What follows belongs to an exercise in optimizing a design on an open flow for small area, a short achievable clock period and few clock cycles per item; a production flow would make more cautious choices.
Where RTL was checked, it was by simulation tests only, not by an equivalence proof against the original.
For runs 1, 3 and 5 to 7, only the layout was checked, not whether the RTL still works.
No activity file was given, so power comes from the tool's default toggle rates.

### design/flow/flow/run.sh
#!/bin/bash
# The standard layout, with real buffers (not delay cells) on the ports.
set -euo pipefail
export BUFFER_PORTS_ARGS="-buffer_cell sky130_fd_sc_hd__buf_4"
bash standard.sh finish > layout.log 2>&1
### design/flow/config.mk
export PLATFORM = sky130hd
export DESIGN_NAME = ble_tx
export DESIGN_NICKNAME = ble_tx
export VERILOG_FILES = /design/flow/design.v
export SDC_FILE = /design/flow/constraint.sdc
export NUM_CORES = 4
export LEC_CHECK = 0
export CAP_MARGIN = 20
export CORE_MARGIN = 2
export CORE_UTILIZATION = 40
export CTS_BUF_LIST = sky130_fd_sc_hd__clkbuf_16
export CTS_CLUSTER_DIAMETER = 100
export CTS_CLUSTER_SIZE = 24
export PLACE_DENSITY = 0.6
export SETUP_SLACK_MARGIN = 2.7
export SLEW_MARGIN = 20
### design/flow/standard.sh
#!/bin/bash
# synth_recipe.tcl (not shown) runs the flow's synth.tcl, then flattens the netlist and writes it again
# the make line also repeats each setting of config.mk as NAME=value (left out here)
make -C /OpenROAD-flow-scripts/flow DESIGN_CONFIG=/design/flow/config.mk WORK_HOME=/design/flow/orfs CLKGATE_MAP_FILE= SYNTH_SCRIPT=/design/flow/synth_recipe.tcl "${@:-finish}"
### design/flow/constraint.sdc
create_clock -name core_clock -period 5.0 [get_ports {clk}]
set_input_delay 1.0000 -clock core_clock [delete_from_list [all_inputs] [get_ports {clk}]]
set_output_delay 1.0000 -clock core_clock [all_outputs]
set_load 0.01 [all_outputs]
### design/flow/design.v
module ble_tx (
    input  wire       clk,
    input  wire       rst,
    input  wire       start_valid,
    output wire       start_ready,
    input  wire [5:0] start_channel,
    input  wire [1:0] start_phy,
    input  wire [4:0] start_plen,
    input  wire       in_valid,
    output wire       in_ready,
    input  wire [7:0] in_data,
    output reg        out_valid,
    input  wire       out_ready,
    output reg  [7:0] out_data,
    output reg        out_last
);
    localparam [23:0] CRC_POLY = 24'h00065B;
    localparam [23:0] CRC_INIT = 24'h555555;
    function [7:0] rev8(input [7:0] x);
        integer b;
        begin
            for (b = 0; b < 8; b = b + 1)
                rev8[b] = x[7-b];
        end
    endfunction
    function [23:0] crc8(input [23:0] c, input [7:0] d);
        integer b;
        reg [23:0] r;
        begin
            r = c;
            for (b = 7; b >= 0; b = b - 1)
                r = {r[22:0], 1'b0} ^ ((r[23] ^ d[b]) ? CRC_POLY : 24'd0);
            crc8 = r;
        end
    endfunction
    function [7:0] wbyte(input [6:0] l);
        integer b;
        reg [6:0] s;
        begin
            s = l;
            for (b = 7; b >= 0; b = b - 1) begin
                wbyte[b] = s[6];
                s = {s[5:0], s[6]} ^ (s[6] ? 7'h10 : 7'h00);
            end
        end
    endfunction
    function [6:0] lfsr8(input [6:0] l);
        integer b;
        reg [6:0] s;
        begin
            s = l;
            for (b = 0; b < 8; b = b + 1)
                s = {s[5:0], s[6]} ^ (s[6] ? 7'h10 : 7'h00);
            lfsr8 = s;
        end
    endfunction
    function [7:0] s8map(input a0, input a1);
        s8map = {a0, a0, ~a0, ~a0, a1, a1, ~a1, ~a1};
    endfunction
    reg       busy;         
    reg       pend;         
    reg [5:0] s_ch;
    reg [1:0] s_phy;
    reg [5:0] s_len;        
    assign start_ready = !busy;
    wire start_fire = start_valid && !busy;
    reg [247:0] mem;        
    reg       ld_act;       
    reg [5:0] wcnt;         
    reg       a_rd;         
    reg       in_rdy;       
    assign in_ready = in_rdy;
    wire in_fire = in_valid && in_rdy;
    always @(posedge clk) begin
        if (in_fire)
            mem <= {mem[239:0], in_data};
    end
    wire [5:0] wcnt_inc = wcnt + 6'd1;
    wire in_last = (wcnt_inc == s_len);
    wire all_in  = !ld_act;
    wire a_in    = (wcnt >= 6'd6);
    localparam [2:0] A_IDLE = 3'd0,
                     A_H0   = 3'd1,
                     A_H1   = 3'd2,
                     A_ADDR = 3'd3,
                     A_PAY  = 3'd4,
                     A_CRC  = 3'd5;
    reg [2:0] aph;
    reg [5:0] pos;          
    reg [3:0] pos_lo;       
    reg [2:0] acnt;         
    reg       rb_v;
    reg [7:0] rb;
    reg       rb_crc;
    reg       rb_h0;        
    reg       rb_h1;        
    reg       rb_last;
    reg       fb_v;
    reg [7:0] fb;
    reg       fb_last;
    reg [23:0] crc;         
    reg [6:0]  lfsr;
    wire fb_take;           
    wire a_avail = (aph == A_H0) || (aph == A_H1) || (aph == A_CRC) ||
                   (aph == A_ADDR && a_in) || (aph == A_PAY && all_in);
    wire fb_load = rb_v && (!fb_v || fb_take);
    wire rb_load = a_avail && (!rb_v || fb_load);
    wire addr_end = (acnt == 3'd0);
    wire pay_end  = (pos[4:0] == s_len[4:0] - 5'd7);
    reg [7:0] rd;
    always @(*) begin : rdmux
        integer g, j;
        reg [7:0] grp [0:7];
        for (g = 0; g < 8; g = g + 1) begin
            grp[g] = 8'd0;
            for (j = 0; j < 4; j = j + 1)
                if (4*g + j < 31)
                    grp[g] = grp[g] | (pos_lo[j] ? mem[8*(4*g+j) +: 8] : 8'd0);
        end
        rd = grp[pos[4:2]];
    end
    reg [5:0] pos_n;
    always @(*) begin
        pos_n = pos + {5'd0, in_fire && aph != A_PAY} +
                {5'd0, rb_load && (aph == A_ADDR || aph == A_PAY)};
        if (start_fire)
            pos_n = 6'd58;                            
        else if (rb_load && aph == A_ADDR && addr_end)
            pos_n = 6'd0;
    end
    reg  [7:0] bsrc;
    always @(*) begin
        if (rb_crc)
            bsrc = crc[23:16];
        else if (rb_h0)
            bsrc = 8'h40;                             
        else if (rb_h1)
            bsrc = rev8({2'b00, s_len});              
        else
            bsrc = rev8(rb);
    end
    localparam [1:0] O_IDLE = 2'd0,
                     O_HDR  = 2'd1,    
                     O_FRM  = 2'd2,    
                     O_TERM = 2'd3;    
    localparam [46:0] HDR_A0_S2 = {10'h000, 37'h092e71f762};
    localparam [46:0] HDR_A1_S2 = {10'h3ff, 37'h0f99a8e07a};
    localparam [46:0] HDR_A0_S8 = {10'h000, 37'h092e71f77c};
    localparam [46:0] HDR_A1_S8 = {10'h3ff, 37'h0f99a8e06c};
    reg [1:0] oph;
    reg [5:0] ocnt;         
    reg [1:0] o_phy;
    reg [2:0] fec;          
    reg       sk_v;
    reg [7:0] sk_d;
    reg       sk_l;
    wire adv   = !sk_v;
    wire coded = o_phy[1];
    wire s8    = o_phy[0];
    wire e_b  = (oph == O_FRM) && fb[7];
    wire e_a1 = e_b ^ fec[1] ^ fec[2];
    wire e_a0 = e_a1 ^ fec[0];
    reg [7:0] s2_byte;
    reg [2:0] s2_fec;
    always @(*) begin : s2calc
        integer k;
        reg b, x1, x0;
        s2_fec = fec;
        s2_byte = 8'd0;
        for (k = 0; k < 4; k = k + 1) begin
            b  = (oph == O_FRM) && fb[7-k];
            x1 = b ^ s2_fec[1] ^ s2_fec[2];
            x0 = x1 ^ s2_fec[0];
            s2_byte[7-2*k] = x0;
            s2_byte[6-2*k] = x1;
            s2_fec = {s2_fec[1:0], b};
        end
    end
    reg [7:0] uhdr;
    always @(*) begin
        case (ocnt[2:0])
            3'd3:    uhdr = 8'h6B;
            3'd2:    uhdr = 8'h7D;
            3'd1:    uhdr = 8'h91;
            3'd0:    uhdr = 8'h71;
            default: uhdr = 8'h55;
        endcase
    end
    wire h_a0 = s8 ? HDR_A0_S8[ocnt] : HDR_A0_S2[ocnt];
    wire h_a1 = s8 ? HDR_A1_S8[ocnt] : HDR_A1_S2[ocnt];
    reg       nv;
    reg [7:0] nb;
    reg       nl;
    reg       fb_done;      
    always @(*) begin
        nv = 1'b0;
        nb = 8'h00;
        nl = 1'b0;
        fb_done = 1'b0;
        case (oph)
            O_HDR: begin
                nv = 1'b1;
                nb = coded ? s8map(h_a0, h_a1) : uhdr;
            end
            O_FRM: begin
                nv = fb_v;
                if (!coded) begin
                    nb = fb;
                    fb_done = 1'b1;
                    nl = fb_last;
                end else if (s8) begin
                    nb = s8map(e_a0, e_a1);
                    fb_done = (ocnt[2:0] == 3'd0);
                end else begin
                    nb = s2_byte;
                    fb_done = !ocnt[2];
                end
            end
            O_TERM: begin
                nv = 1'b1;
                nb = s8 ? s8map(e_a0, e_a1) : s2_byte;
                nl = (ocnt == 6'd0);
            end
            default: ;
        endcase
    end
    wire emit = adv && nv;
    assign fb_take = emit && (oph == O_FRM) && fb_done;
    wire pkt_end = emit && nl;
    wire pstart = pend && ((oph == O_IDLE) || pkt_end);
    wire last_rd = rb_load && ((aph == A_PAY && pay_end) ||
                               (aph == A_ADDR && addr_end && s_len == 6'd6));
    always @(posedge clk) begin
        if (rst) begin
            busy      <= 1'b0;
            pend      <= 1'b0;
            ld_act    <= 1'b0;
            in_rdy    <= 1'b0;
            aph       <= A_IDLE;
            rb_v      <= 1'b0;
            fb_v      <= 1'b0;
            oph       <= O_IDLE;
            sk_v      <= 1'b0;
            out_valid <= 1'b0;
        end else begin
            if (start_fire) begin
                busy   <= 1'b1;
                pend   <= 1'b1;
                ld_act <= 1'b1;
            end
            if (in_fire && in_last)
                ld_act <= 1'b0;
            in_rdy <= (start_fire || (ld_act && !(in_fire && in_last))) &&
                      (start_fire || (in_fire ? wcnt_inc : wcnt) < 6'd31 ||
                       a_rd || (rb_load && aph == A_ADDR && addr_end));
            if (last_rd)
                busy <= 1'b0;
            if (rb_load) begin
                rb_v <= 1'b1;
                case (aph)
                    A_H0: aph <= A_H1;
                    A_H1: aph <= A_ADDR;
                    A_ADDR: if (addr_end) aph <= (s_len == 6'd6) ? A_CRC : A_PAY;
                    A_PAY: if (pay_end) aph <= A_CRC;
                    A_CRC: if (addr_end) aph <= A_IDLE;
                    default: ;
                endcase
            end else if (fb_load) begin
                rb_v <= 1'b0;
            end
            if (fb_load)
                fb_v <= 1'b1;
            else if (fb_take)
                fb_v <= 1'b0;
            if (emit) begin
                case (oph)
                    O_HDR: if (ocnt == 6'd0) oph <= O_FRM;
                    O_FRM: if (fb_done && fb_last) oph <= coded ? O_TERM : O_IDLE;
                    O_TERM: if (ocnt == 6'd0) oph <= O_IDLE;
                    default: ;
                endcase
            end
            if (pstart) begin
                pend <= 1'b0;
                oph  <= O_HDR;
                aph  <= A_H0;
            end
            if (!out_valid || out_ready) begin
                if (sk_v) begin
                    out_valid <= 1'b1;
                    sk_v      <= 1'b0;
                end else begin
                    out_valid <= emit;
                end
            end else if (emit) begin
                sk_v <= 1'b1;
            end
        end
    end
    always @(posedge clk) begin
        if (start_fire) begin
            s_ch  <= start_channel;
            s_phy <= start_phy;
            s_len <= {1'b0, start_plen} + 6'd6;
            wcnt  <= 6'd0;
            a_rd  <= 1'b0;
        end
        if (in_fire)
            wcnt <= wcnt_inc;
        pos    <= pos_n;
        pos_lo <= 4'd1 << pos_n[1:0];
        if (rb_load) begin
            rb_crc  <= (aph == A_CRC);
            rb_last <= (aph == A_CRC) && addr_end;
            rb_h0   <= (aph == A_H0);
            rb_h1   <= (aph == A_H1);
            rb      <= rd;
            acnt    <= acnt - 3'd1;
            case (aph)
                A_H1:   acnt <= 3'd5;
                A_ADDR: if (addr_end) begin
                    acnt <= 3'd2;
                    a_rd <= 1'b1;
                end
                A_PAY:  acnt <= 3'd2;
                default: ;
            endcase
        end
        if (fb_load) begin
            fb      <= bsrc ^ wbyte(lfsr);
            fb_last <= rb_last;
            crc     <= rb_crc ? {crc[15:0], 8'h00} : crc8(crc, bsrc);
            lfsr    <= lfsr8(lfsr);
        end else if (emit && oph == O_FRM) begin
            fb <= s8 ? {fb[6:0], 1'b0} : {fb[3:0], 4'h0};
        end
        if (emit) begin
            if (oph == O_FRM || oph == O_TERM)
                fec <= s8 ? {fec[1:0], e_b} : s2_fec;
            ocnt <= ocnt - ((oph == O_FRM && !s8) ? 6'd4 : 6'd1);
            if (oph == O_FRM && fb_done && fb_last)
                ocnt <= s8 ? 6'd2 : 6'd0;
        end
        if (pstart) begin
            o_phy <= s_phy;
            ocnt  <= s_phy[1] ? 6'd46 : (s_phy[0] ? 6'd5 : 6'd4);
            fec   <= 3'd0;
            crc   <= CRC_INIT;
            lfsr  <= {s_ch[0], s_ch[1], s_ch[2], s_ch[3], s_ch[4], s_ch[5], 1'b1};
        end
        if (!out_valid || out_ready) begin
            out_data <= sk_v ? sk_d : nb;
            out_last <= sk_v ? sk_l : nl;
        end
        if (!sk_v) begin
            sk_d <= nb;
            sk_l <= nl;
        end
    end
endmodule
==> results of run 1 <==
## final cells by class
type / instances / area, um^2
fill: 3450 / 20600
clock inverter: 14 / 60.1
clock buffer: 20 / 500
timing repair buffer: 154 / 1400
inverter: 24 / 124
tap: 525 / 657
sequential: 375 / 10700
timing repair inverter: 5 / 37.5
multi-input combinational: 733 / 5530
## worst max-delay path: cells and delay by family (launching register included)
family,cells,cell delay [ns]
and+or+nand+nor,3,0.34
DFF,1,0.48
AOI/OAI and AO/OA,3,1.14
buffers and inverters,1,0.17
## worst paths after layout
kind / start / endpoint / slack (ns) / cells after the start
worst min register to register: mem[8] / mem[16] / 0.44 / 0
worst min-delay path: mem[8] / mem[16] / 0.44 / 0
worst max register to register: ocnt[1] / out_data[1] / 2.60 / 7
worst max-delay path: ocnt[1] / out_data[1] / 2.60 / 7
## state kept, by name (all words and copies together) (netlist names), 3 cells and up
name,cells
pos_lo,4
rb,8
aph,3
crc,24
pos,5
mem,248
fb,8
fec,3
sk_d,8
wcnt,6
s_ch,6
out_data,8
s_len,6
ocnt,6
lfsr,7
acnt,3
## placed cells by master, fill, tap and decap left out, types with 6 or more instances in the layout
cell type,n
dfxtp_1,48
nor3_1,20
a22o_1,33
edfxtp_1,315
nor2_1,59
mux2i_1,11
o211ai_1,8
xnor2_1,43
o31ai_1,6
nor2_2,6
xnor3_1,6
a222oi_1,9
nand2b_1,11
nor2b_1,17
buf_6,16
inv_1,31
o21ai_0,32
a31oi_1,15
xor2_1,25
a21oi_1,53
nand3b_1,8
nand3_1,18
a221oi_1,35
nor4_1,10
nand2_1,76
o22ai_1,20
clkbuf_16,21
dfxtp_4,7
buf_4,124
a22oi_1,45
ha_1,11
buf_12,9
clkinvlp_4,7
o21ai_1,12
## where the power goes
part / switching (mW) / total [mW] / internal (mW) / leakage [nW]
combinational: 0.880 / 1.75 / 0.870 / 2.73
sequential: 0.255 / 3.95 / 3.70 / 3.45
clock: 0.973 / 1.71 / 0.736 / 0.319
## kinds of logic (layout without fill, tap and decap cells)
group / count (synthesis) / after routing / synth area share (%)
adders and majority gates: 18 / 18 / 1.45
and+or+nand+nor: 292 / 292 / 9.16
DFF: 375 / 375 / 66.4
xor gates and xnor gates: 80 / 80 / 5.02
buffers and inverters: 102 / 217 / 2.46
muxes: 22 / 22 / 1.41
AOI/OAI and AO/OA: 321 / 321 / 14.1
## metrics by stage
| stage | hold slack [ns] | setup WS [ns] |
|---|---|---|
| finish | 0.444 | 2.60 |
| global route | 0.460 | 2.50 |
| floorplan | 0.400 | -0.297 |
| detailed placement | 0.434 | 1.53 |
| global placement | 0.416 | 1.56 |
| CTS | 0.448 | 2.57 |
## metal layers
| layer | global-route usage, % | vias up | share of wire, % |
|---|---|---|---|
| li1 | - | 4841 | - |
| met1 | 24.5 | 5307 | 44 |
| met2 | 27.8 | 330 | 47 |
| met3 | 2.60 | 57 | 5.9 |
| met4 | 4.61 | 0 | 2.6 |
| met5 | 0 | - | 0 |
## what timing repair did
item                       in CTS  in global routing
cloned                          6                  2
pin swaps                      28                 30
buffers inserted               61                 36
setup endpoints to repair      95                 67
gates resized for setup        69                 75
==> impl_metrics.csv, run 1 <==
group,metric,value,unit
grt,grt_max_degree,91,
clock_tree,clkLatencyLatePin,0.54,ns
pwr,p_leak,6.50,nW
worst_setup_path,worst_setup_path_start_kind,"flop",
floorplan,die_h,204,um
worst_setup_path,arrival,2.68,ns
layout,fin_util,47.9,%
synth,synth.most_common_cell,"edfxtp_1",
clock_tree,cts_buffer_depth,3,
floorplan,die_x,204,um
synth,syn_nets,1254,
timing,finalSetupViolations,0,
route,drc,0,
grt,grt_pass1_vias,9964,
synth,yosys_most_used_dff,"edfxtp_1",
route,first_pass_iters,7,
route,routed_wl,37500,um
timing,fin_tns_setup,0,ns
synth,yosys.area.top_type,"edfxtp_1",
clock_tree,cts_buffers,19,
timing,drv_slew,0,
timing,rsz0062_at_grt,"yes",
floorplan,core_area,39600,um^2
route,drtIter0Drc,1019,
timing,fmax,416,MHz
layout,stdcell_count,1850,
pwr,power_density,390,nW/um^2
synth,synth_top_area_share,58.9,%
synth,synth_edf_count,315,
synth,synthCells,1210,
worst_setup_path,crit_type,"reg2reg",
route,via_per_inst,5.69,
worst_setup_path,cp-end-kind,"flop",
synth,synth.yosys.seq_area_share,66.4,%
route,wl_per_cell,20.2,um
grt,gr-total-overflow,0,
job,cap_violations,0,
layout,fin_nets,1356,
synth,synth_area_leaders,"edfxtp_1, dfxtp_1, xnor2_1",
worst_setup_path,crit_slowest_cell,"edfxtp_1",
timing,post-route-min-period,2.40,ns
clock_tree,clock_sinks,375,
clock_tree,holdBufCountCts,0,
worst_setup_path,crit_required,5.27,ns
place,dp.cells,1710,
pwr,peakVddDrop,0.000259,V
synth,async_flop_share,0,%
synth,synth.distinct_cells,70,
status,status,"complete, no violations",
synth,ys_seq_elements,375,
layout,finalInstanceArea,19000,um^2
route,route.vias.total,10500,
floorplan,rows,73,
timing,worstMarginPinSlew,0.868,ns
synth,synth_warnings,2,
layout,antennaDiodeCount,0,
place,port_buffers,37,
grt,antenna_found_initial,0,
place,gp_congestion,0.883,
place,post-dp-hpwl,21300,um
floorplan,ios,38,
clock_tree,clock-root-buffer,"clkbuf_16",
synth,synth_commonest_cells,"edfxtp_1, nand2_1, nor2_1, clkbuf_1, dfxtp_1",
timing,clock-skew-final,0.0150,ns
place,place_area,16900,um^2
synth,synthesis.area,16100,um^2
worst_hold_path,hold_path.class,"reg2reg",
timing,fin_crit_sh,48.1,%
grt,grt_usage,17.3,%
clock_tree,cts_tree,"built",
timing,relSlewSlack,42.1,%
floorplan,die_area,41700,um^2
layout,area_delta_synth_final,18.4,%
worst_setup_path,crit_chain,"buf_6 > and3_4 > a2111o_1 > a221oi_4 > nor4_2 > a2111oi_2 > nor2_1",
pwr,p_total,7.41,mW
clock_tree,clk_pin_slew_worst_paths,0.11,ns
timing,finalHoldViolCount,0,
route,detail-route-antenna-nets,0,
clock_tree,h-tree-depth,1,
floorplan,initial_core_util,40.5,%
worst_setup_path,worst_path_largest_cell_delay,0.48,ns
synth,avgSynthCellArea,13.3,um^2
layout,drive_gt1_share,21.9,%
grt,grt_pass1_wl,57100,um
worst_setup_path,cp_max_fo,3,
==> run 2, diff against run 1 <==
--- a/design/flow/design.v
+++ b/design/flow/design.v
@@ -331,3 +331,6 @@
             fb_last <= rb_last;
-            crc     <= rb_crc ? {crc[15:0], 8'h00} : crc8(crc, bsrc);
+            if (rb_crc)
+                crc <= {crc[15:0], 8'h00};
+            else if (!rb_h0 && !rb_h1)
+                crc <= crc8(crc, rev8(rb));
             lfsr    <= lfsr8(lfsr);
@@ -347,3 +350,3 @@
             fec   <= 3'd0;
-            crc   <= CRC_INIT;
+            crc   <= crc8(crc8(CRC_INIT, 8'h40), rev8({2'b00, s_len}));
             lfsr  <= {s_ch[0], s_ch[1], s_ch[2], s_ch[3], s_ch[4], s_ch[5], 1'b1};
==> impl_metrics.csv, run 2 <==
group,metric,value,unit
status,status,"complete, no violations",
synth,ys_seq_elements,375,
job,cap_violations,0,
worst_setup_path,crit_required,5.28,ns
clock_tree,cts_buffers,20,
layout,layout_commonest_cell,"edfxtp_1",
route,detail-route-antenna-nets,0,
synth,yosys.area.top_type,"edfxtp_1",
floorplan,die_x,206,um
worst_setup_path,crit_chain,"buf_4 > buf_6 > or3_1 > a211o_1 > a32oi_2 > o31a_2 > a2111oi_4 > a221o_1",
layout,fin_nets,1270,
pwr,sw_frac_of_total,26.7,%
worst_setup_path,worst_path_largest_cell_delay,0.45,ns
place,pre_cts_slack,1.95,ns
pwr,p_switching,1.82,mW
grt,gr-total-overflow,0,
grt,antenna_found_initial,0,
floorplan,die_area,42400,um^2
place,gp_congestion,0.874,
clock_tree,clk_pin_slew_worst_paths,0.10,ns
pwr,clock_power_share,26.2,%
timing,drv_slew,0,
pwr,peakVddDrop,0.000213,V
synth,synth_area_leaders,"edfxtp_1, dfxtp_1, xnor2_1",
clock_tree,cts_buffer_depth,3,
floorplan,die_h,206,um
floorplan,initial_core_util,40.7,%
clock_tree,clock-root-buffer,"clkbuf_16",
synth,synth.distinct_cells,77,
place,post-dp-hpwl,21300,um
route,drtIter0Drc,945,
timing,fin_crit_sh,47.7,%
grt,grt_pass1_vias,9452,
layout,multi_input_area,5150,um^2
clock_tree,cts_tree,"built",
layout,drive_gt1_share,17.2,%
timing,relSlewSlack,28.1,%
layout,largest-register,"mem",
synth,synth.most_common_cell,"edfxtp_1",
layout,seqCellArea,10900,um^2
place,dp.cells,1674,
floorplan,rows,73,
synth,avgSynthCellArea,13.8,um^2
layout,final_cell_mix,"edfxtp_1, buf_4, xnor2_1",
synth,synth_warnings,2,
worst_setup_path,crit_slowest_cell,"edfxtp_1",
floorplan,ios,38,
pwr,power_density,371,nW/um^2
layout,largest_registers,"mem (248), crc (24)",
route,route.vias.total,9947,
route,routed_wl,35800,um
grt,grt_usage,16.8,%
place,port_buffers,37,
synth,synthCells,1179,
worst_hold_path,hold_path.class,"reg2reg",
layout,area_delta_synth_final,12.2,%
worst_setup_path,arrival,2.67,ns
pwr,intPower,4.97,mW
clock_tree,clock_sinks,375,
pwr,combPwrFrac,17.4,%
worst_setup_path,crit_buf_inv,2,
grt,grt_max_degree,143,
timing,finalHoldViolCount,0,
layout,stdcell_count,1762,
clock_tree,h-tree-depth,1,
timing,clock-skew-final,0.0182,ns
timing,timing.final.ws_setup,2.61,ns
timing,finalSetupViolations,0,
timing,fmax,419,MHz
route,wl_per_cell,20.3,um
route,drc,0,
synth,async_flop_share,0,%
worst_setup_path,cp-end-kind,"flop",
route,first_pass_iters,5,
pwr,pwr-share-seq,56.4,%
clock_tree,clkLatencyLatePin,0.54,ns
layout,antennaDiodeCount,0,
layout,fillers,3598,
route,via_per_inst,5.65,
synth,synth.yosys.seq_area_share,66.9,%
synth,syn_nets,1226,
grt,grt_pass1_wl,55700,um
timing,fin_tns_setup,0,ns
synth,synthesis.area,16300,um^2
worst_setup_path,worst_setup_path_start_kind,"flop",
floorplan,core_area,40000,um^2
synth,yosys_most_used_dff,"edfxtp_1",
timing,rsz0062_at_grt,"yes",
pwr,p_leak,6.02,nW
synth,synth_commonest_cells,"edfxtp_1, nor2_1, xnor2_1, nand2_1, a21oi_1",
worst_setup_path,cp_max_fo,5,
layout,largest_reg_flops,248,
worst_setup_path,crit_family,"compound AO/OA/AOI/OAI gates",
timing,worstMarginPinSlew,1.07,ns
synth,synth_top_area_share,62.4,%
timing,post-route-min-period,2.39,ns
worst_setup_path,crit_type,"reg2reg",
synth,synth_edf_count,339,
==> run 2: repair_timing <==
action                     in CTS  in global routing
gates resized for setup        29                 42
buffers inserted               30                 19
hold endpoints to repair        0                  0
gates cloned                    3                  0
setup endpoints to repair     169                158
hold buffers                    0                  0
pin swaps                      14                 20
==> run 2: area by class of cell <==
type | instances | area share, %
timing repair inverter | 1 | 0.0274
clock inverter | 15 | 0.431
timing repair buffer | 94 | 4.34
sequential | 375 | 59.8
multi-input combinational | 697 | 28.1
tap | 525 | 3.59
inverter | 34 | 0.834
clock buffer | 21 | 2.87
==> run 2: power by group through the flow <==
stage | Clock, mW | Combinational [mW] | Sequential (mW)
2_1_floorplan | 0 | 0.883 | 3.81
3_3_place_gp | 0 | 1.04 | 3.92
3_5_place_dp | 0 | 1.05 | 3.92
4_1_cts | 1.83 | 1.13 | 3.83
5_1_grt | 1.94 | 1.30 | 3.85
6_report | 1.78 | 1.18 | 3.83
==> run 2: cell families after synthesis <==
family                   after synthesis  synth area share (%)
AND/OR/NAND/NOR                      227                  6.76
XOR/XNOR                             111                  6.40
AO/OA/AOI/OAI                        319                  14.1
multiplexers                          17                  1.10
buffers and inverters                109                  3.16
adder cells (fa/ha/maj)               21                  1.66
flip-flops                           375                  66.9
==> run 2: layer usage <==
layer | up-vias | global-route usage [%] | part of all wire (%)
met3 | 36 | 2.43 | 6.1
met2 | 311 | 24.8 | 44
met1 | 4971 | 26.2 | 48
met5 | - | 0 | 0
li1 | 4629 | - | -
met4 | 0 | 3.55 | 1.5
==> run 2: worst paths after layout <==
path / start / end / slack [ns] / cells past startpoint
max: ocnt[1] / out_data[6] / 2.61 / 8
min: rb_last / fb_last / 0.43 / 0
max reg2reg: ocnt[1] / out_data[6] / 2.61 / 8
min reg2reg: rb_last / fb_last / 0.43 / 0
==> run 2: per-stage QoR <==
stage	power, mW	cell area, um^2	util, %	hold slack [ns]
5_1_grt	7.09	18300	45.7	0.437
2_1_floorplan	4.70	16400	-	0.400
6_report	6.79	18300	45.7	0.428
4_1_cts	6.80	18000	44.9	0.430
3_5_place_dp	4.97	17000	42.5	0.405
3_3_place_gp	4.95	17000	42.5	0.406
Testbench counts of run 2, summed over its fixed seeds: cycles 41,279, packets 384.
==> run 3, diff against run 2 <==
--- a/design/flow/design.v
+++ b/design/flow/design.v
@@ -153,6 +153,3 @@
     reg [2:0] fec;          
-    reg       sk_v;
-    reg [7:0] sk_d;
-    reg       sk_l;
-    wire adv   = !sk_v;
+    wire adv   = !out_valid || out_ready;
     wire coded = o_phy[1];
@@ -242,3 +239,2 @@
             oph       <= O_IDLE;
-            sk_v      <= 1'b0;
             out_valid <= 1'b0;
@@ -287,12 +283,4 @@
             end
-            if (!out_valid || out_ready) begin
-                if (sk_v) begin
-                    out_valid <= 1'b1;
-                    sk_v      <= 1'b0;
-                end else begin
-                    out_valid <= emit;
-                end
-            end else if (emit) begin
-                sk_v <= 1'b1;
-            end
+            if (adv)
+                out_valid <= emit;
         end
@@ -353,9 +341,5 @@
         end
-        if (!out_valid || out_ready) begin
-            out_data <= sk_v ? sk_d : nb;
-            out_last <= sk_v ? sk_l : nl;
-        end
-        if (!sk_v) begin
-            sk_d <= nb;
-            sk_l <= nl;
+        if (adv) begin
+            out_data <= nb;
+            out_last <= nl;
         end
==> impl_metrics.csv, run 3 <==
group,metric,value,unit
grt,grt_max_degree,133,
grt,grt_usage,16.5,%
layout,stdcell_count,1741,
floorplan,die_area,42000,um^2
floorplan,die_h,205,um
route,route.vias.total,9807,
worst_setup_path,crit_required,5.39,ns
floorplan,die_x,205,um
place,port_buffers,37,
layout,area_delta_synth_final,11.2,%
synth,yosys.area.top_type,"edfxtp_1",
place,dp.cells,1678,
clock_tree,cts_buffer_depth,3,
timing,relSlewSlack,37.8,%
layout,fin_nets,1257,
pwr,power_density,360,nW/um^2
timing,finalHoldViolCount,0,
pwr,p_leak,5.88,nW
synth,async_flop_share,0,%
layout,largest_reg_flops,248,
layout,largest-register,"mem",
synth,ys_seq_elements,365,
clock_tree,clk_pin_slew_worst_paths,0.11,ns
timing,finalSetupViolations,0,
grt,antenna_found_initial,0,
floorplan,rows,73,
synth,synthesis.area,16100,um^2
layout,drive_gt1_share,15.2,%
timing,drv_slew,0,
place,pre_cts_slack,1.77,ns
route,detail-route-antenna-nets,0,
timing,rsz0062_at_grt,"yes",
clock_tree,holdBufCountCts,0,
worst_setup_path,crit_type,"reg2reg",
grt,grt_pass1_wl,55300,um
timing,fin_crit_sh,47.5,%
route,drtIter0Drc,1028,
clock_tree,cts_buffers,19,
synth,synth.yosys.seq_area_share,66.3,%
clock_tree,cts_tree,"built",
synth,syn_nets,1225,
timing,worstMarginPinSlew,0.927,ns
grt,grt_pass1_vias,9600,
status,status,"complete, no violations",
timing,timing.final.ws_setup,2.63,ns
grt,gr-total-overflow,0,
synth,synth.most_common_cell,"edfxtp_1",
synth,avgSynthCellArea,13.7,um^2
synth,synth_commonest_cells,"edfxtp_1, xnor2_1, nor2_1, o21ai_0, nand2_1",
synth,synth_warnings,2,
place,gp_congestion,0.840,
worst_setup_path,cp-end-kind,"flop",
worst_setup_path,worst_setup_path_start_kind,"flop",
route,wl_per_cell,20.0,um
floorplan,initial_core_util,40.6,%
layout,fin_util,45.2,%
layout,largest_registers,"mem (248), crc (24)",
synth,synth.distinct_cells,76,
synth,synth_area_leaders,"edfxtp_1, xnor2_1, dfxtp_1",
synth,synth_edf_count,339,
worst_setup_path,cp_max_fo,5,
timing,fin_tns_setup,0,ns
floorplan,core_area,39700,um^2
clock_tree,clock-root-buffer,"clkbuf_16",
route,drc,0,
place,post-dp-hpwl,20900,um
synth,synth_top_area_share,63.1,%
synth,yosys_most_used_dff,"edfxtp_1",
job,cap_violations,0,
pwr,peakVddDrop,0.000245,V
layout,antennaDiodeCount,0,
layout,layout_commonest_cell,"edfxtp_1",
worst_setup_path,rrSetupSlack,2.63,ns
clock_tree,h-tree-depth,1,
synth,synthCells,1178,
worst_hold_path,hold_path.class,"reg2reg",
clock_tree,clock_sinks,365,
clock_tree,clkLatencyLatePin,0.53,ns
layout,fillers,3505,
layout,final_cell_mix,"edfxtp_1, buf_4, xnor2_1",
route,routed_wl,34800,um
timing,clock-skew-final,0.0176,ns
route,first_pass_iters,5,
timing,post-route-min-period,2.37,ns
worst_setup_path,arrival,2.76,ns
floorplan,ios,38,
route,via_per_inst,5.63,
timing,fmax,421,MHz
run 3: final cells by class:
type / instances / area (um^2) / share of cell area (%)
Sequential cell: 365 / 10700 / 59.8
Clock buffer: 19 / 475 / 2.65
Tap cell: 525 / 657 / 3.66
Timing Repair Buffer: 89 / 756 / 4.21
Multi-Input combinational cell: 707 / 5160 / 28.8
Clock inverter: 8 / 48.8 / 0.272
Inverter: 28 / 116 / 0.648
run 3: through the flow:
| step | hold slack, ns | instance area [um^2] | total power [mW] |
|---|---|---|---|
| finish | 0.454 | 17900 | 6.46 |
| floorplan | 0.400 | 16300 | 4.51 |
| CTS | 0.452 | 17800 | 6.50 |
| global placement | 0.422 | 17000 | 4.76 |
| detailed placement | 0.423 | 17000 | 4.77 |
| global route | 0.465 | 17900 | 6.75 |
run 3: final timing paths:
check,end,from,cells past startpoint
worst max register to register,pos_lo[0],ocnt[0],12
worst max-delay path,pos_lo[0],ocnt[0],12
worst min register to register,mem[64],mem[56],0
worst min-delay path,mem[64],mem[56],0
run 3: critical path: stages, from the launching register on:
cell and delay (ns):
edfxtp_1 0.39, inv_2 0.07, ha_4 0.16, nand2b_4 0.14, a21oi_4 0.19, o211a_4 0.21, nor2_4 0.04, and2_4 0.15
fa_2 0.36, ha_4 0.31, nor2_2 0.04, nor2_1 0.10, nor2_1 0.06
run 3: timing repair:
item                                    CTS  global route
resized for setup                        26            12
buffers inserted                         25            10
endpoints found under the setup margin  126            50
cloned                                    1             0
pin swaps                                11             5
hold endpoints to repair                  0             0
run 3: cells by family after synthesis:
group	synth area share, %
xor+xnor	6.35
simple gates	6.78
fa+ha+maj	1.67
flops	66.3
mux	1.67
buf+inv	2.98
compound gates	14.2
run 3: report_power, final:
part	switching [mW]	internal, mW	leakage (nW)	total [mW]
Sequential	0.145	3.55	3.37	3.69
Combinational	0.599	0.489	2.24	1.09
Clock	0.970	0.704	0.275	1.67
run 3: routing by layer:
layer  global-route usage, %  vias up  routed length [um]
met5                       0        -                   0
met4                    3.34        0                 501
met3                    1.69       38                1680
met2                    25.7      255               16000
met1                    25.1     4938               16700
li1                        -     4576                   -
==> run 4, diff against run 3 <==
--- a/design/flow/design.v
+++ b/design/flow/design.v
@@ -319,6 +319,3 @@
             fb_last <= rb_last;
-            if (rb_crc)
-                crc <= {crc[15:0], 8'h00};
-            else if (!rb_h0 && !rb_h1)
-                crc <= crc8(crc, rev8(rb));
+            crc     <= rb_crc ? {crc[15:0], 8'h00} : crc8(crc, bsrc);
             lfsr    <= lfsr8(lfsr);
@@ -338,3 +335,3 @@
             fec   <= 3'd0;
-            crc   <= crc8(crc8(CRC_INIT, 8'h40), rev8({2'b00, s_len}));
+            crc   <= CRC_INIT;
             lfsr  <= {s_ch[0], s_ch[1], s_ch[2], s_ch[3], s_ch[4], s_ch[5], 1'b1};
==> impl_metrics.csv, run 4 <==
group,metric,value,unit
timing,finalHoldViolCount,0,
layout,layout_commonest_cell,"edfxtp_1",
timing,post-route-min-period,2.34,ns
route,wl_per_cell,20.1,um
grt,grt_pass1_vias,9326,
worst_setup_path,rrSetupSlack,2.66,ns
timing,drv_slew,0,
worst_setup_path,crit_type,"reg2reg",
timing,fin_hold_ws,0.431,ns
route,detail-route-antenna-nets,0,
worst_setup_path,crit_required,5.45,ns
worst_setup_path,cp_max_fo,3,
synth,synthCells,1161,
worst_setup_path,cp-end-kind,"flop",
clock_tree,clk_pin_slew_worst_paths,0.10,ns
grt,grt_max_degree,174,
layout,antennaDiodeCount,0,
worst_setup_path,arrival,2.79,ns
grt,antenna_found_initial,0,
grt,gr-total-overflow,0,
worst_setup_path,crit_chain,"ha_2 > o21ai_2 > a21oi_1 > mux2i_1 > a21o_1 > nor2_2 > fa_2 > ha_4 > buf_4 > xnor2_1 > nor3_1",
synth,syn_nets,1205,
timing,rsz0062_at_grt,"yes",
route,first_pass_iters,5,
worst_setup_path,crit_family,"adder cells",
place,gp_congestion,0.836,
pwr,p_total,6.78,mW
worst_hold_path,hold_depth,0,
layout,largest_reg_flops,248,
place,dp.cells,1651,
pwr,peakVddDrop,0.000261,V
synth,yosys.area.top_type,"edfxtp_1",
route,route.vias.total,9898,
worst_setup_path,cp_num_cells,11,
pwr,p_leak,6.07,nW
timing,timing.final.ws_setup,2.66,ns
synth,synth_commonest_cells,"edfxtp_1, nand2_1, nor2_1, a21oi_1, dfxtp_1",
floorplan,initial_core_util,40.4,%
worst_setup_path,worst_setup_path_start_kind,"flop",
layout,largest_registers,"mem (248), crc (24)",
timing,clock-skew-final,0.0252,ns
synth,synth.distinct_cells,71,
floorplan,rows,72,
layout,largest-register,"mem",
timing,fmax,427,MHz
synth,synth_warnings,2,
timing,worstMarginPinSlew,0.861,ns
clock_tree,h-tree-depth,1,
timing,fin_tns_setup,0,ns
synth,async_flop_share,0,%
timing,finalSetupViolations,0,
synth,ys_seq_elements,365,
floorplan,die_h,202,um
layout,final_cell_mix,"edfxtp_1, buf_4, nand2_1",
grt,grt_usage,16.5,%
route,via_per_inst,5.65,
floorplan,die_x,202,um
synth,synth_edf_count,315,
clock_tree,clock-root-buffer,"clkbuf_16",
place,pre_cts_slack,1.74,ns
route,drtIter0Drc,871,
synth,yosys_most_used_dff,"edfxtp_1",
synth,synthesis.area,15600,um^2
grt,grt_pass1_wl,53700,um
clock_tree,clock_sinks,365,
pwr,power_density,378,nW/um^2
clock_tree,cts_tree,"built",
floorplan,ios,38,
place,port_buffers,37,
clock_tree,cts_buffer_depth,3,
worst_hold_path,hold_path.class,"reg2reg",
layout,drive_gt1_share,18.6,%
worst_setup_path,crit_slowest_cell,"edfxtp_1",
synth,synth.most_common_cell,"edfxtp_1",
synth,avgSynthCellArea,13.5,um^2
synth,synth_area_leaders,"edfxtp_1, dfxtp_1, xnor2_1",
layout,fin_nets,1271,
clock_tree,cts_buffers,19,
worst_setup_path,crit_buf_inv,1,
clock_tree,clkLatencyLatePin,0.53,ns
timing,fin_crit_sh,46.9,%
layout,area_delta_synth_final,14.7,%
worst_setup_path,worst_path_largest_cell_delay,0.47,ns
worst_setup_path,ff2ff_path_depth,11,
route,drc,0,
floorplan,die_area,40700,um^2
synth,synth.yosys.seq_area_share,66.9,%
synth,synth_top_area_share,60.5,%
timing,relSlewSlack,42.5,%
layout,stdcell_count,1752,
floorplan,core_area,38600,um^2
job,cap_violations,0,
clock_tree,holdBufCountCts,0,
place,post-dp-hpwl,19900,um
status,status,"complete, no violations",
route,routed_wl,35200,um
-- run 4: cell types whose count changed in the layout (fill, tap and decap cells not counted), sizes merged, moves of 9 or more --
cell	change
a22o	-9
xor2	+9
dfxtp	+24
mux2i	+11
edfxtp	-24
o22ai	+13
buf	+25
xnor2	-31
o21ai	-19
nand2	+15
-- run 4: repair_timing --
item	in CTS	in global routing
pin swaps	5	16
endpoints found under the setup margin	117	52
resized for setup	36	45
cloned	3	1
setup buffers	39	30
-- run 4: kinds of logic (layout without fill, tap and decap cells) --
family,count (synthesis),in the layout,share of synthesized area (%)
and+or+nand+nor,253,255,7.72
AOI/OAI and AO/OA,311,311,14.1
adders and majority gates,19,19,1.55
buffers and inverters,99,170,2.68
muxes,24,24,1.82
DFF,365,365,66.9
xor gates and xnor gates,90,90,5.18
-- run 4: worst register-to-register path, cell delays in order, from the launching register on --
cell and delay, ns:
edfxtp_1 0.47, ha_2 0.22, o21ai_2 0.11, a21oi_1 0.08, mux2i_1 0.21, a21o_1 0.19
nor2_2 0.07, fa_2 0.38, ha_4 0.18, buf_4 0.13, xnor2_1 0.11, nor3_1 0.13
-- run 4: metal layers --
layer / global-route usage (%) / routed length, um / part of all wire, %
met1: 25.3 / 16800 / 48
met2: 25.6 / 16300 / 46
met3: 1.57 / 1720 / 4.9
met4: 3.05 / 427 / 1.2
met5: 0 / 0 / 0
-- run 4: power breakdown --
part           switching, mW  leakage [nW]  total (mW)  internal [mW]
clock                  0.941         0.278        1.65          0.704
sequential             0.181          3.36        3.75           3.57
combinational          0.758          2.43        1.38          0.625
-- run 4: path summary, 6_finish.rpt --
check | endpoint | startpoint
hold reg to reg | fb_last | rb_last
setup / recovery | pos[2] | wcnt[1]
hold / removal | fb_last | rb_last
setup reg to reg | pos[2] | wcnt[1]
-- run 4: layout make-up --
cell class	count	area (um^2)
timing repair buffer	113	1000
multi-input combinational	699	5120
sequential	365	10500
tap	518	648
clock inverter	9	51.3
clock buffer	19	475
timing repair inverter	2	16.3
inverter	27	128
fill	3409	20700
-- run 4: per-stage QoR --
stage	utilization (%)	area [um^2]
2_1_floorplan	-	15700
3_3_place_gp	42.4	16400
3_5_place_dp	42.4	16400
4_1_cts	44.9	17400
5_1_grt	46.4	17900
6_report	46.4	17900
Testbench counts of run 4, summed over its fixed seeds: cycles 41,279, packets 384.
==> run 5, diff against run 4 <==
--- a/design/flow/design.v
+++ b/design/flow/design.v
@@ -17,3 +17,2 @@
     localparam [23:0] CRC_POLY = 24'h00065B;
-    localparam [23:0] CRC_INIT = 24'h555555;
     function [7:0] rev8(input [7:0] x);
@@ -304,3 +303,3 @@
             rb_h1   <= (aph == A_H1);
-            rb      <= rd;
+            rb      <= (aph == A_H0 || aph == A_H1) ? 8'h00 : rd;
             acnt    <= acnt - 3'd1;
@@ -319,3 +318,3 @@
             fb_last <= rb_last;
-            crc     <= rb_crc ? {crc[15:0], 8'h00} : crc8(crc, bsrc);
+            crc     <= rb_crc ? {crc[15:0], 8'h00} : crc8(crc, rev8(rb));
             lfsr    <= lfsr8(lfsr);
@@ -335,3 +334,3 @@
             fec   <= 3'd0;
-            crc   <= CRC_INIT;
+            crc   <= 24'h155555 ^ {8'h00, s_len[0], s_len[1], s_len[2], s_len[3], s_len[4], s_len[5], 10'h000};
             lfsr  <= {s_ch[0], s_ch[1], s_ch[2], s_ch[3], s_ch[4], s_ch[5], 1'b1};
==> impl_metrics.csv, run 5 <==
group,metric,value,unit
status,status,"complete, no violations",
place,post-dp-hpwl,21600,um
floorplan,die_x,204,um
grt,gr-total-overflow,0,
timing,worstMarginPinSlew,0.913,ns
synth,synth_warnings,2,
timing,fin_crit_sh,50.4,%
synth,synth_commonest_cells,"edfxtp_1, nand2_1, a22oi_1, nor2_1, xnor2_1",
route,via_per_inst,5.56,
synth,synth_edf_count,329,
synth,synthCells,1192,
worst_setup_path,cp_max_fo,4,
floorplan,ios,38,
worst_setup_path,cp-startpoint,"ocnt[1]",
route,drtIter0Drc,966,
clock_tree,h-tree-depth,1,
job,cap_violations,0,
synth,synth_area_leaders,"edfxtp_1, dfxtp_1, a22oi_1",
worst_setup_path,cp-end-kind,"flop",
timing,fmax,397,MHz
synth,synth_top_area_share,61.8,%
synth,ys_seq_elements,365,
worst_hold_path,worstHoldStart,"mem[18]",
timing,fin_hold_ws,0.445,ns
timing,rsz0062_at_grt,"yes",
synth,synth.area.mux_share,1.26,%
synth,yosys.area.top_type,"edfxtp_1",
floorplan,die_area,41600,um^2
clock_tree,cts_tree,"built",
floorplan,die_h,204,um
route,route.vias.total,9911,
clock_tree,cts_buffers,19,
timing,relSlewSlack,39.1,%
clock_tree,clkLatencyLatePin,0.52,ns
worst_setup_path,r2r-start,"ocnt[1]",
layout,fin_util,46.2,%
route,drc,0,
layout,finalInstanceArea,18300,um^2
grt,grt_max_degree,98,
route,first_pass_iters,6,
floorplan,initial_core_util,40.3,%
clock_tree,clock_sinks,365,
layout,multi_input_area,5380,um^2
timing,drv_slew,0,
worst_setup_path,crit_type,"reg2reg",
synth,synth_compound_area_share,14.1,%
synth,synth.distinct_cells,82,
layout,antennaDiodeCount,0,
synth,synth_fa_ha_area_share,1.52,%
place,place_area,16900,um^2
pwr,p_total,6.76,mW
timing,finalSetupViolations,0,
clock_tree,holdBufCountCts,0,
worst_setup_path,crit_required,5.44,ns
timing,clock-skew-final,0.0270,ns
place,pre_cts_slack,1.43,ns
layout,fillers,3542,
clock_tree,clk_pin_slew_worst_paths,0.10,ns
place,port_buffers,37,
clock_tree,clock-root-buffer,"clkbuf_16",
layout,drive_gt1_share,19.2,%
worst_hold_path,hold_path.class,"reg2reg",
worst_setup_path,worst_setup_path_start_kind,"flop",
layout,largest_reg_flops,248,
place,gp_congestion,0.850,
synth,yosys_most_used_dff,"edfxtp_1",
floorplan,core_area,39600,um^2
timing,finalHoldViolCount,0,
clock_tree,cts_buffer_depth,3,
synth,avgSynthCellArea,13.4,um^2
timing,fin_tns_setup,0,ns
timing,timing.final.ws_setup,2.48,ns
synth,synth-simple-area-share,7.95,%
synth,async_flop_share,0,%
layout,layout_commonest_cell,"edfxtp_1",
synth,synthesis.area,16000,um^2
synth,synth_top_family_by_area,"compound AO/OA/AOI/OAI gates",
synth,synth-xor-area-share,6.05,%
grt,grt_usage,16.7,%
grt,antenna_found_initial,0,
place,dp.cells,1694,
route,wl_per_cell,20.0,um
synth,synth.yosys.seq_area_share,66.3,%
worst_setup_path,arrival,2.96,ns
layout,final_cell_mix,"edfxtp_1, buf_4, a22oi_1",
layout,stdcell_count,1781,
pwr,p_leak,6.10,nW
layout,fin_nets,1295,
layout,largest-register,"mem",
layout,seqCellArea,10600,um^2
grt,grt_pass1_vias,9670,
synth,synth.most_common_cell,"edfxtp_1",
synth,syn_nets,1236,
floorplan,rows,73,
layout,largest_registers,"mem (248), crc (24)",
layout,area_delta_synth_final,14.5,%
grt,grt_pass1_wl,55200,um
pwr,power_density,369,nW/um^2
route,detail-route-antenna-nets,0,
timing,post-route-min-period,2.52,ns
route,routed_wl,35500,um
pwr,peakVddDrop,0.000280,V
run 5: cell count changes in the layout (fill, tap and decap cells not counted), sizes merged, moves of 19 or more:
cell,before,now
xor2,40,21
a22o,35,12
a22oi,44,82
xnor2,49,72
a221oi,37,12
run 5: cells by family after synthesis:
kind of cell / count (synthesis)
muxes: 18
DFF: 365
xor gates and xnor gates: 97
buffers and inverters: 104
AOI/OAI and AO/OA: 322
adders and majority gates: 19
and+or+nand+nor: 267
run 5: cell type report:
type                       count  share of cell area (%)
multi-input combinational    725                    29.4
timing repair buffer         110                    5.27
tap                          525                    3.59
timing repair inverter         4                   0.178
inverter                      26                   0.683
clock inverter                 7                   0.232
clock buffer                  19                    2.60
sequential                   365                    58.1
run 5: worst paths after layout:
path	end	slack, ns	depth (start not counted)
worst min-delay path	mem[26]	0.45	0
worst max-delay path	pos_lo[2]	2.48	11
worst max register to register	pos_lo[2]	2.48	11
worst min register to register	mem[26]	0.45	0
run 5: power breakdown:
| group | internal [mW] | total (mW) | switching, mW | leakage (nW) |
|---|---|---|---|---|
| clock network | 0.698 | 1.63 | 0.931 | 0.264 |
| logic | 0.647 | 1.40 | 0.757 | 2.48 |
| registers | 3.55 | 3.73 | 0.185 | 3.36 |
run 5: timing repair:
action                     4_1_cts  5_1_grt
setup endpoints to repair      333       73
pin swaps                       11       25
gates resized for setup         48       59
cloned                           2        6
setup buffers                   33       20
run 5: routing by layer:
metal	part of all wire, %	GRT usage [%]	up-vias
li1	-	-	4693
met1	48	25.0	4945
met2	45	26.0	236
met3	4.7	1.98	37
met4	2.0	4.37	0
met5	0	0	-
run 5: critical path, stage by stage, from the launching register on:
cell	delay, ns
edfxtp_1	0.38
inv_2	0.06
ha_4	0.15
and3b_1	0.22
a211o_1	0.17
o211ai_4	0.13
and2b_4	0.21
nor2b_4	0.12
fa_2	0.42
ha_4	0.32
inv_2	0.04
o31ai_1	0.21
==> run 6, diff against run 5 <==
--- a/design/flow/design.v
+++ b/design/flow/design.v
@@ -17,2 +17,3 @@
     localparam [23:0] CRC_POLY = 24'h00065B;
+    localparam [23:0] CRC_INIT = 24'h555555;
     function [7:0] rev8(input [7:0] x);
@@ -120,11 +121,12 @@
     end
-    reg [5:0] pos_n;
-    always @(*) begin
-        pos_n = pos + {5'd0, in_fire && aph != A_PAY} +
-                {5'd0, rb_load && (aph == A_ADDR || aph == A_PAY)};
-        if (start_fire)
-            pos_n = 6'd58;                            
-        else if (rb_load && aph == A_ADDR && addr_end)
-            pos_n = 6'd0;
-    end
+    wire [5:0] pos_r  = pos + {5'd0, rb_load && (aph == A_ADDR || aph == A_PAY)};
+    wire [5:0] pos_rw = pos_r + 6'd1;
+    wire       pos_z  = rb_load && aph == A_ADDR && addr_end;
+    wire [5:0] pos_n  = start_fire ? 6'd58 :                  
+                        pos_z ? 6'd0 :
+                        (in_fire && aph != A_PAY) ? pos_rw : pos_r;
+    wire [3:0] lo_r   = 4'd1 << pos_r[1:0];
+    wire [3:0] lo_n   = start_fire ? 4'b0100 :
+                        pos_z ? 4'b0001 :
+                        (in_fire && aph != A_PAY) ? {lo_r[2:0], lo_r[3]} : lo_r;
     reg  [7:0] bsrc;
@@ -297,3 +299,3 @@
         pos    <= pos_n;
-        pos_lo <= 4'd1 << pos_n[1:0];
+        pos_lo <= lo_n;
         if (rb_load) begin
@@ -303,3 +305,3 @@
             rb_h1   <= (aph == A_H1);
-            rb      <= (aph == A_H0 || aph == A_H1) ? 8'h00 : rd;
+            rb      <= rd;
             acnt    <= acnt - 3'd1;
@@ -318,3 +320,3 @@
             fb_last <= rb_last;
-            crc     <= rb_crc ? {crc[15:0], 8'h00} : crc8(crc, rev8(rb));
+            crc     <= rb_crc ? {crc[15:0], 8'h00} : crc8(crc, bsrc);
             lfsr    <= lfsr8(lfsr);
@@ -334,3 +336,3 @@
             fec   <= 3'd0;
-            crc   <= 24'h155555 ^ {8'h00, s_len[0], s_len[1], s_len[2], s_len[3], s_len[4], s_len[5], 10'h000};
+            crc   <= CRC_INIT;
             lfsr  <= {s_ch[0], s_ch[1], s_ch[2], s_ch[3], s_ch[4], s_ch[5], 1'b1};
==> impl_metrics.csv, run 6 <==
group,metric,value,unit
status,status,"complete, no violations",
route,route.vias.total,10100,
clock_tree,cts_buffers,19,
worst_setup_path,crit_path_frequent_cell,"ha_4",
route,routed_wl,35300,um
worst_setup_path,crit_buf_inv,1,
synth,synth_top_area_share,60.1,%
timing,timing.final.ws_setup,2.56,ns
layout,largest-register,"mem",
worst_setup_path,crit_required,5.41,ns
synth,syn_nets,1239,
layout,fin_nets,1311,
floorplan,rows,72,
layout,largest_registers,"mem (248), crc (24)",
synth,synth.distinct_cells,68,
synth,async_flop_share,0,%
route,via_per_inst,5.64,
route,detail-route-antenna-nets,0,
place,pre_cts_slack,1.86,ns
clock_tree,cts_buffer_depth,3,
clock_tree,clock-root-buffer,"clkbuf_16",
layout,final_cell_mix,"edfxtp_1, buf_4, nand2_1",
floorplan,initial_core_util,40.6,%
synth,synth_area_leaders,"edfxtp_1, dfxtp_1, xnor2_1",
worst_setup_path,arrival,2.85,ns
timing,rsz0062_at_grt,"yes",
timing,worstMarginPinSlew,0.877,ns
synth,avgSynthCellArea,13.2,um^2
floorplan,ios,38,
clock_tree,clk_pin_slew_worst_paths,0.10,ns
layout,area_delta_synth_final,16.6,%
floorplan,die_h,202,um
grt,grt_pass1_vias,9770,
grt,grt_max_degree,88,
grt,grt_pass1_wl,54800,um
synth,yosys_most_used_dff,"edfxtp_1",
worst_setup_path,cp-end-kind,"flop",
timing,clock-skew-final,0.0142,ns
worst_setup_path,cp_max_fo,4,
worst_setup_path,crit_family,"adder cells",
floorplan,core_area,38700,um^2
layout,drive_gt1_share,19.5,%
place,port_buffers,37,
route,drtIter0Drc,922,
timing,post-route-min-period,2.44,ns
worst_setup_path,rrSetupSlack,2.56,ns
clock_tree,h-tree-depth,1,
layout,antennaDiodeCount,0,
synth,ys_seq_elements,365,
grt,antenna_found_initial,0,
pwr,p_leak,6.14,nW
grt,grt_usage,16.5,%
layout,largest_reg_flops,248,
grt,gr-total-overflow,0,
floorplan,die_area,40900,um^2
pwr,peakVddDrop,0.000275,V
timing,fmax,409,MHz
synth,synth.yosys.seq_area_share,66.5,%
synth,yosys.area.top_type,"edfxtp_1",
worst_setup_path,worst_path_largest_cell_delay,0.43,ns
clock_tree,holdBufCountCts,0,
layout,fillers,3393,
worst_hold_path,hold_path.class,"reg2reg",
synth,synth_edf_count,315,
timing,fin_crit_sh,48.9,%
worst_setup_path,worst_setup_path_start_kind,"flop",
floorplan,die_x,202,um
place,gp_congestion,0.825,
place,post-dp-hpwl,20100,um
pwr,power_density,415,nW/um^2
clock_tree,cts_tree,"built",
synth,synthesis.area,15700,um^2
timing,finalHoldViolCount,0,
worst_setup_path,crit_slowest_cell,"edfxtp_1",
synth,synth.most_common_cell,"edfxtp_1",
synth,synth_commonest_cells,"edfxtp_1, nand2_1, nor2_1, xnor2_1, a21oi_1",
synth,synth_warnings,2,
clock_tree,clkLatencyLatePin,0.52,ns
layout,layout_commonest_cell,"edfxtp_1",
clock_tree,clock_sinks,365,
worst_setup_path,crit_type,"reg2reg",
timing,relSlewSlack,41.5,%
worst_setup_path,crit_chain,"inv_2 > ha_4 > nor2b_2 > o21ai_2 > a31oi_2 > or2_4 > a21oi_4 > ha_4 > ha_4 > ha_4 > nand2_4 > nor3_4 > xnor2_1 > o21ai_1",
timing,fin_hold_ws,0.435,ns
synth,synthCells,1191,
job,cap_violations,0,
route,wl_per_cell,19.8,um
route,drc,0,
route,first_pass_iters,6,
timing,finalSetupViolations,0,
timing,drv_slew,0,
==> run 6: changes by cell type after synthesis, moves of 10 or more <==
cell / previous run / this run
a22oi_1: 82 / 50
a221oi_1: 12 / 35
buf_2: 22 / 7
nor3_1: 11 / 21
edfxtp_1: 329 / 315
xor2_1: 21 / 31
a22o_1: 12 / 32
clkbuf_1: 38 / 51
a31oi_1: 7 / 17
o22ai_1: 7 / 18
dfxtp_1: 36 / 50
mux2i_1: 10 / 20
==> run 6: logic make-up (layout without fill, tap and decap cells) <==
group | after synthesis | in the layout | synth area share [%]
flops | 365 | 365 | 66.5
compound gates | 328 | 328 | 14.5
simple gates | 253 | 253 | 7.62
buf+inv | 106 | 185 | 2.68
xor+xnor | 93 | 93 | 5.36
mux | 24 | 24 | 1.65
fa+ha+maj | 22 | 22 | 1.75
==> run 6: per-layer routing <==
layer	track usage, %	wire (um)	vias to the layer above
met5	0	0	-
met4	3.18	468	0
li1	-	-	4700
met2	25.9	16200	308
met3	2.63	2100	33
met1	24.5	16500	5041
==> run 6: metrics by stage <==
| stage | util, % | TNS, ns | instances | power, mW | cell area [um^2] |
|---|---|---|---|---|---|
| 3_3_place_gp | 43.0 | 0 | 1682 | 5.58 | 16700 |
| 3_5_place_dp | 43.0 | 0 | 1682 | 5.60 | 16700 |
| 2_1_floorplan | - | -44.05 | 1191 | 5.20 | 15900 |
| 6_report | 47.3 | 0 | 1788 | 7.61 | 18300 |
| 4_1_cts | 45.8 | 0 | 1754 | 7.44 | 17700 |
| 5_1_grt | 47.3 | 0 | 1788 | 8.02 | 18300 |
==> run 6: power by group <==
part	switching, mW	total [mW]	internal [mW]
logic	1.08	2.04	0.965
clock network	0.949	1.65	0.705
registers	0.265	3.92	3.65
total	2.29	7.61	5.32
==> run 6: path summary, 6_finish.rpt <==
kind / start / end / cells past startpoint
setup reg to reg: ocnt[1] / pos[4] / 14
setup / recovery: ocnt[1] / pos[4] / 14
hold / removal: rb_last / fb_last / 0
hold reg to reg: rb_last / fb_last / 0
==> run 6: layout make-up <==
class / instances / area, um^2 / share of cell area, %
Timing Repair inverter: 5 / 45.0 / 0.246
Timing Repair Buffer: 118 / 1090 / 5.93
Inverter: 34 / 173 / 0.942
Multi-Input combinational cell: 720 / 5370 / 29.3
Clock inverter: 9 / 56.3 / 0.307
Tap cell: 518 / 648 / 3.53
Sequential cell: 365 / 10500 / 57.2
Clock buffer: 19 / 475 / 2.59
==> run 6: timing repair <==
action / in CTS / in global routing
cloned: 3 / 5
setup endpoints to repair: 140 / 78
resized for setup: 44 / 59
pin swaps: 13 / 24
setup buffers: 41 / 29
==> run 7, diff against run 6 <==
--- a/design/flow/design.v
+++ b/design/flow/design.v
@@ -186,4 +186,7 @@
     end
-    wire h_a0 = s8 ? HDR_A0_S8[ocnt] : HDR_A0_S2[ocnt];
-    wire h_a1 = s8 ? HDR_A1_S8[ocnt] : HDR_A1_S2[ocnt];
+    reg  h_a0, h_a1;
+    wire [47:0] HDR_A0_S2_N = {HDR_A0_S2, 1'b0};    
+    wire [47:0] HDR_A1_S2_N = {HDR_A1_S2, 1'b0};
+    wire [47:0] HDR_A0_S8_N = {HDR_A0_S8, 1'b0};
+    wire [47:0] HDR_A1_S8_N = {HDR_A1_S8, 1'b0};
     reg       nv;
@@ -332,3 +335,9 @@
         end
+        if (emit && oph == O_HDR) begin
+            h_a0 <= s8 ? HDR_A0_S8_N[ocnt] : HDR_A0_S2_N[ocnt];
+            h_a1 <= s8 ? HDR_A1_S8_N[ocnt] : HDR_A1_S2_N[ocnt];
+        end
         if (pstart) begin
+            h_a0  <= 1'b0;                            
+            h_a1  <= 1'b1;
             o_phy <= s_phy;
==> impl_metrics.csv, run 7 <==
group,metric,value,unit
status,status,"complete, no violations",
synth,ys_seq_elements,367,
worst_setup_path,worst_setup_path_start_kind,"flop",
synth,synth_fa_ha_area_share,1.33,%
layout,area_delta_synth_final,14.2,%
grt,use_met3,1.40,%
layout,final_cell_mix,"edfxtp_1, buf_4, nand2_1",
timing,relSlewSlack,38.4,%
timing,finalSetupViolations,0,
synth,synth_edf_count,315,
floorplan,die_x,204,um
worst_setup_path,crit_chain,"o21a_1 > o21a_1 > o21a_4 > a211oi_2 > ha_2 > ha_4 > ha_4 > nand2_4 > nor3_4 > xnor2_1 > o21ai_0",
worst_setup_path,arrival,2.82,ns
worst_hold_path,hold_path.class,"reg2reg",
timing,finalHoldViolCount,0,
synth,synth.area.mux_share,2.30,%
pwr,power_density,391,nW/um^2
synth,synth_top_family_by_area,"compound AO/OA/AOI/OAI gates",
route,via_per_inst,5.57,
worst_setup_path,crit_slowest_cell,"edfxtp_1",
job,cap_violations,0,
floorplan,die_h,204,um
pwr,sw_frac_of_total,28.2,%
layout,fin_nets,1319,
worst_setup_path,cp-end-kind,"flop",
floorplan,ios,38,
grt,grt_use_met2,25.3,%
clock_tree,cts_tree,"built",
floorplan,core_area,39600,um^2
grt,gr-total-overflow,0,
synth,synth-simple-area-share,8.10,%
timing,worstMarginPinSlew,0.923,ns
pwr,pwr-share-seq,54.1,%
timing,fmax,411,MHz
timing,clock-skew-final,0.0332,ns
route,route.vias.total,10100,
grt,grt.busiest_layer,"met2",
timing,drv_slew,0,
synth,synth.yosys.seq_area_share,65.6,%
place,dp.cells,1717,
layout,largest_registers,"mem (248), crc (24)",
synth,synth_top_area_share,59.1,%
layout,stdcell_count,1814,
synth,synth_area_leaders,"edfxtp_1, dfxtp_1, xnor2_1",
timing,rsz0062_at_grt,"yes",
layout,layout_commonest_cell,"edfxtp_1",
layout,drive_gt1_share,18.1,%
timing,fin_crit_sh,48.7,%
route,drtIter0Drc,791,
worst_setup_path,cp_max_fo,5,
layout,largest-register,"mem",
place,port_buffers,37,
synth,synth_warnings,2,
worst_setup_path,worst_path_largest_cell_delay,0.48,ns
grt,grt_pass1_wl,54300,um
clock_tree,clock-root-buffer,"clkbuf_16",
route,wl_per_cell,19.1,um
clock_tree,clk_pin_slew_worst_paths,0.10,ns
route,detail-route-antenna-nets,0,
route,first_pass_iters,5,
timing,post-route-min-period,2.43,ns
grt,grt_pass1_vias,9668,
floorplan,initial_core_util,40.4,%
synth,synth_compound_area_share,14.4,%
synth,syn_nets,1255,
route,drc,0,
synth,avgSynthCellArea,13.2,um^2
pwr,p_switching,2.01,mW
floorplan,die_area,41600,um^2
grt,grt_usage,16.3,%
synth,synthesis.area,16000,um^2
synth,yosys.area.top_type,"edfxtp_1",
worst_setup_path,crit_type,"reg2reg",
synth,synthCells,1212,
synth,yosys_most_used_dff,"edfxtp_1",
pwr,clock_power_share,23.4,%
clock_tree,clkLatencyLatePin,0.53,ns
pwr,p_leak,6.25,nW
synth,synth.distinct_cells,77,
pwr,intPower,5.12,mW
layout,largest_reg_flops,248,
pwr,peakVddDrop,0.000225,V
clock_tree,cts_buffers,19,
pwr,combPwrFrac,22.5,%
synth,synth_commonest_cells,"edfxtp_1, nand2_1, o21ai_0, a21oi_1",
place,post-dp-hpwl,20500,um
worst_setup_path,crit_family,"compound AO/OA/AOI/OAI gates",
worst_setup_path,crit_required,5.39,ns
worst_setup_path,crit_buf_inv,0,
grt,grt_max_degree,107,
clock_tree,h-tree-depth,1,
route,routed_wl,34600,um
place,gp_congestion,0.804,
synth,async_flop_share,0,%
synth,synth.most_common_cell,"edfxtp_1",
synth,synth-xor-area-share,5.57,%
layout,fin_util,46.1,%
floorplan,rows,73,
grt,antenna_found_initial,0,
layout,antennaDiodeCount,0,
clock_tree,clock_sinks,367,
grt,use_met1,25.0,%
clock_tree,cts_buffer_depth,3,
-- run 7: cell count changes after synthesis, moves of 8 or more --
cell and delta:
nor3_1 +11, nand2_1 +27, nand3_1 +13, a31oi_1 -9, a22o_1 +8, o21ai_0 +16, o22ai_1 -14, nor2_1 -20
-- run 7: what timing repair did --
action | 4_1_cts | 5_1_grt
endpoints found under the setup margin | 141 | 68
hold buffers | 0 | 0
buffers inserted | 48 | 14
resized for setup | 33 | 29
gates cloned | 1 | 0
pin swaps | 8 | 20
-- run 7: cell type report --
class / count / area [um^2]
clock buffer: 19 / 475
clock inverter: 15 / 75.1
fill: 3559 / 21400
inverter: 31 / 129
multi-input combinational: 735 / 5410
sequential: 367 / 10500
tap: 525 / 657
timing repair buffer: 121 / 1000
timing repair inverter: 1 / 5.00
-- run 7: path summary, 6_finish.rpt --
| path | slack, ns | startpoint | to | cells after the start |
|---|---|---|---|---|
| worst min register to register | 0.45 | mem[105] | mem[113] | 0 |
| worst min-delay path | 0.45 | mem[105] | mem[113] | 0 |
| worst max-delay path | 2.57 | ocnt[1] | pos[4] | 11 |
| worst max register to register | 2.57 | ocnt[1] | pos[4] | 11 |
-- run 7: worst reg2reg max path, cell delays in order (launching register included) --
cell      delay, ns
edfxtp_1       0.48
o21a_1         0.23
o21a_1         0.21
o21a_4         0.23
a211oi_2       0.16
ha_2           0.24
ha_4           0.20
ha_4           0.15
nand2_4        0.07
nor3_4         0.14
xnor2_1        0.12
o21ai_0        0.08
-- run 7: power groups by stage --
stage	Clock [mW]	Sequential (mW)	Combinational (mW)
2_1_floorplan	0	3.85	1.13
3_3_place_gp	0	3.98	1.33
3_5_place_dp	0	3.98	1.35
4_1_cts	1.72	3.86	1.54
5_1_grt	1.81	3.90	1.78
6_report	1.67	3.86	1.61
-- run 7: per-layer routing --
layer	share of wire [%]	routed length, um
met5	0	0
met3	4.4	1510
met4	1.8	609
met1	48	16600
met2	46	15900
-- run 7: metrics by stage --
stage / TNS [ns] / power (mW) / cell area, um^2 / setup slack (ns) / hold slack [ns]
final: 0 / 7.14 / 18300 / 2.57 / 0.452
after global routing: 0 / 7.48 / 18300 / 2.42 / 0.460
after CTS: 0 / 7.12 / 18000 / 2.56 / 0.450
after detailed placement: 0 / 5.33 / 17000 / 1.93 / 0.435
after global placement: 0 / 5.31 / 17000 / 1.91 / 0.428
after floorplan: -75.78 / 4.98 / 16300 / -0.306 / 0.400
-- run 7: cells by family after synthesis --
group,Yosys count
and+or+nand+nor,273
muxes,27
DFF,367
xor gates and xnor gates,89
adders and majority gates,17
buffers and inverters,110
AOI/OAI and AO/OA,329

-- what the ideal ports hide --
How much do the figures lean on ideal ports? The routed layouts below were timed once more, with nothing changed but the port constraints.
Step 1 assumes that a clkbuf_16 drives the clock port and a buf_2 every other input.
Step 2 also shifts input and output timing later by t, the mid clock arrival at the registers, as if the neighbouring blocks saw the same clock.
Slacks: ideal ports / drivers / drivers and shift; pairs: ideal ports / drivers.
run	shift t [ns]	slack for setup (ns)	clock arrival spread, ns	worst data-port slew with drivers (ns)	pins driven straight from the clock port
run 1	0.584	2.597 / 2.597 / 2.250	0.018 / 0.018	0.04	1
run 2	0.583	2.613 / 2.613 / 2.222	0.022 / 0.022	0.05	1
run 3	0.575	2.626 / 2.626 / 2.129	0.020 / 0.021	0.05	1
run 4	0.574	2.657 / 2.657 / 2.126	0.033 / 0.032	0.07	1
run 5	0.564	2.479 / 2.479 / 1.952	0.029 / 0.028	0.04	1
run 6	0.565	2.556 / 2.556 / 2.088	0.018 / 0.018	0.05	1
run 7	0.567	2.567 / 2.567 / 2.072	0.035 / 0.035	0.04	1
After both steps setup and hold are still met in every run listed. For run 4, which loses most, drivers alone change the setup slack by 0.000 ns; drivers and shift together by -0.531 ns.
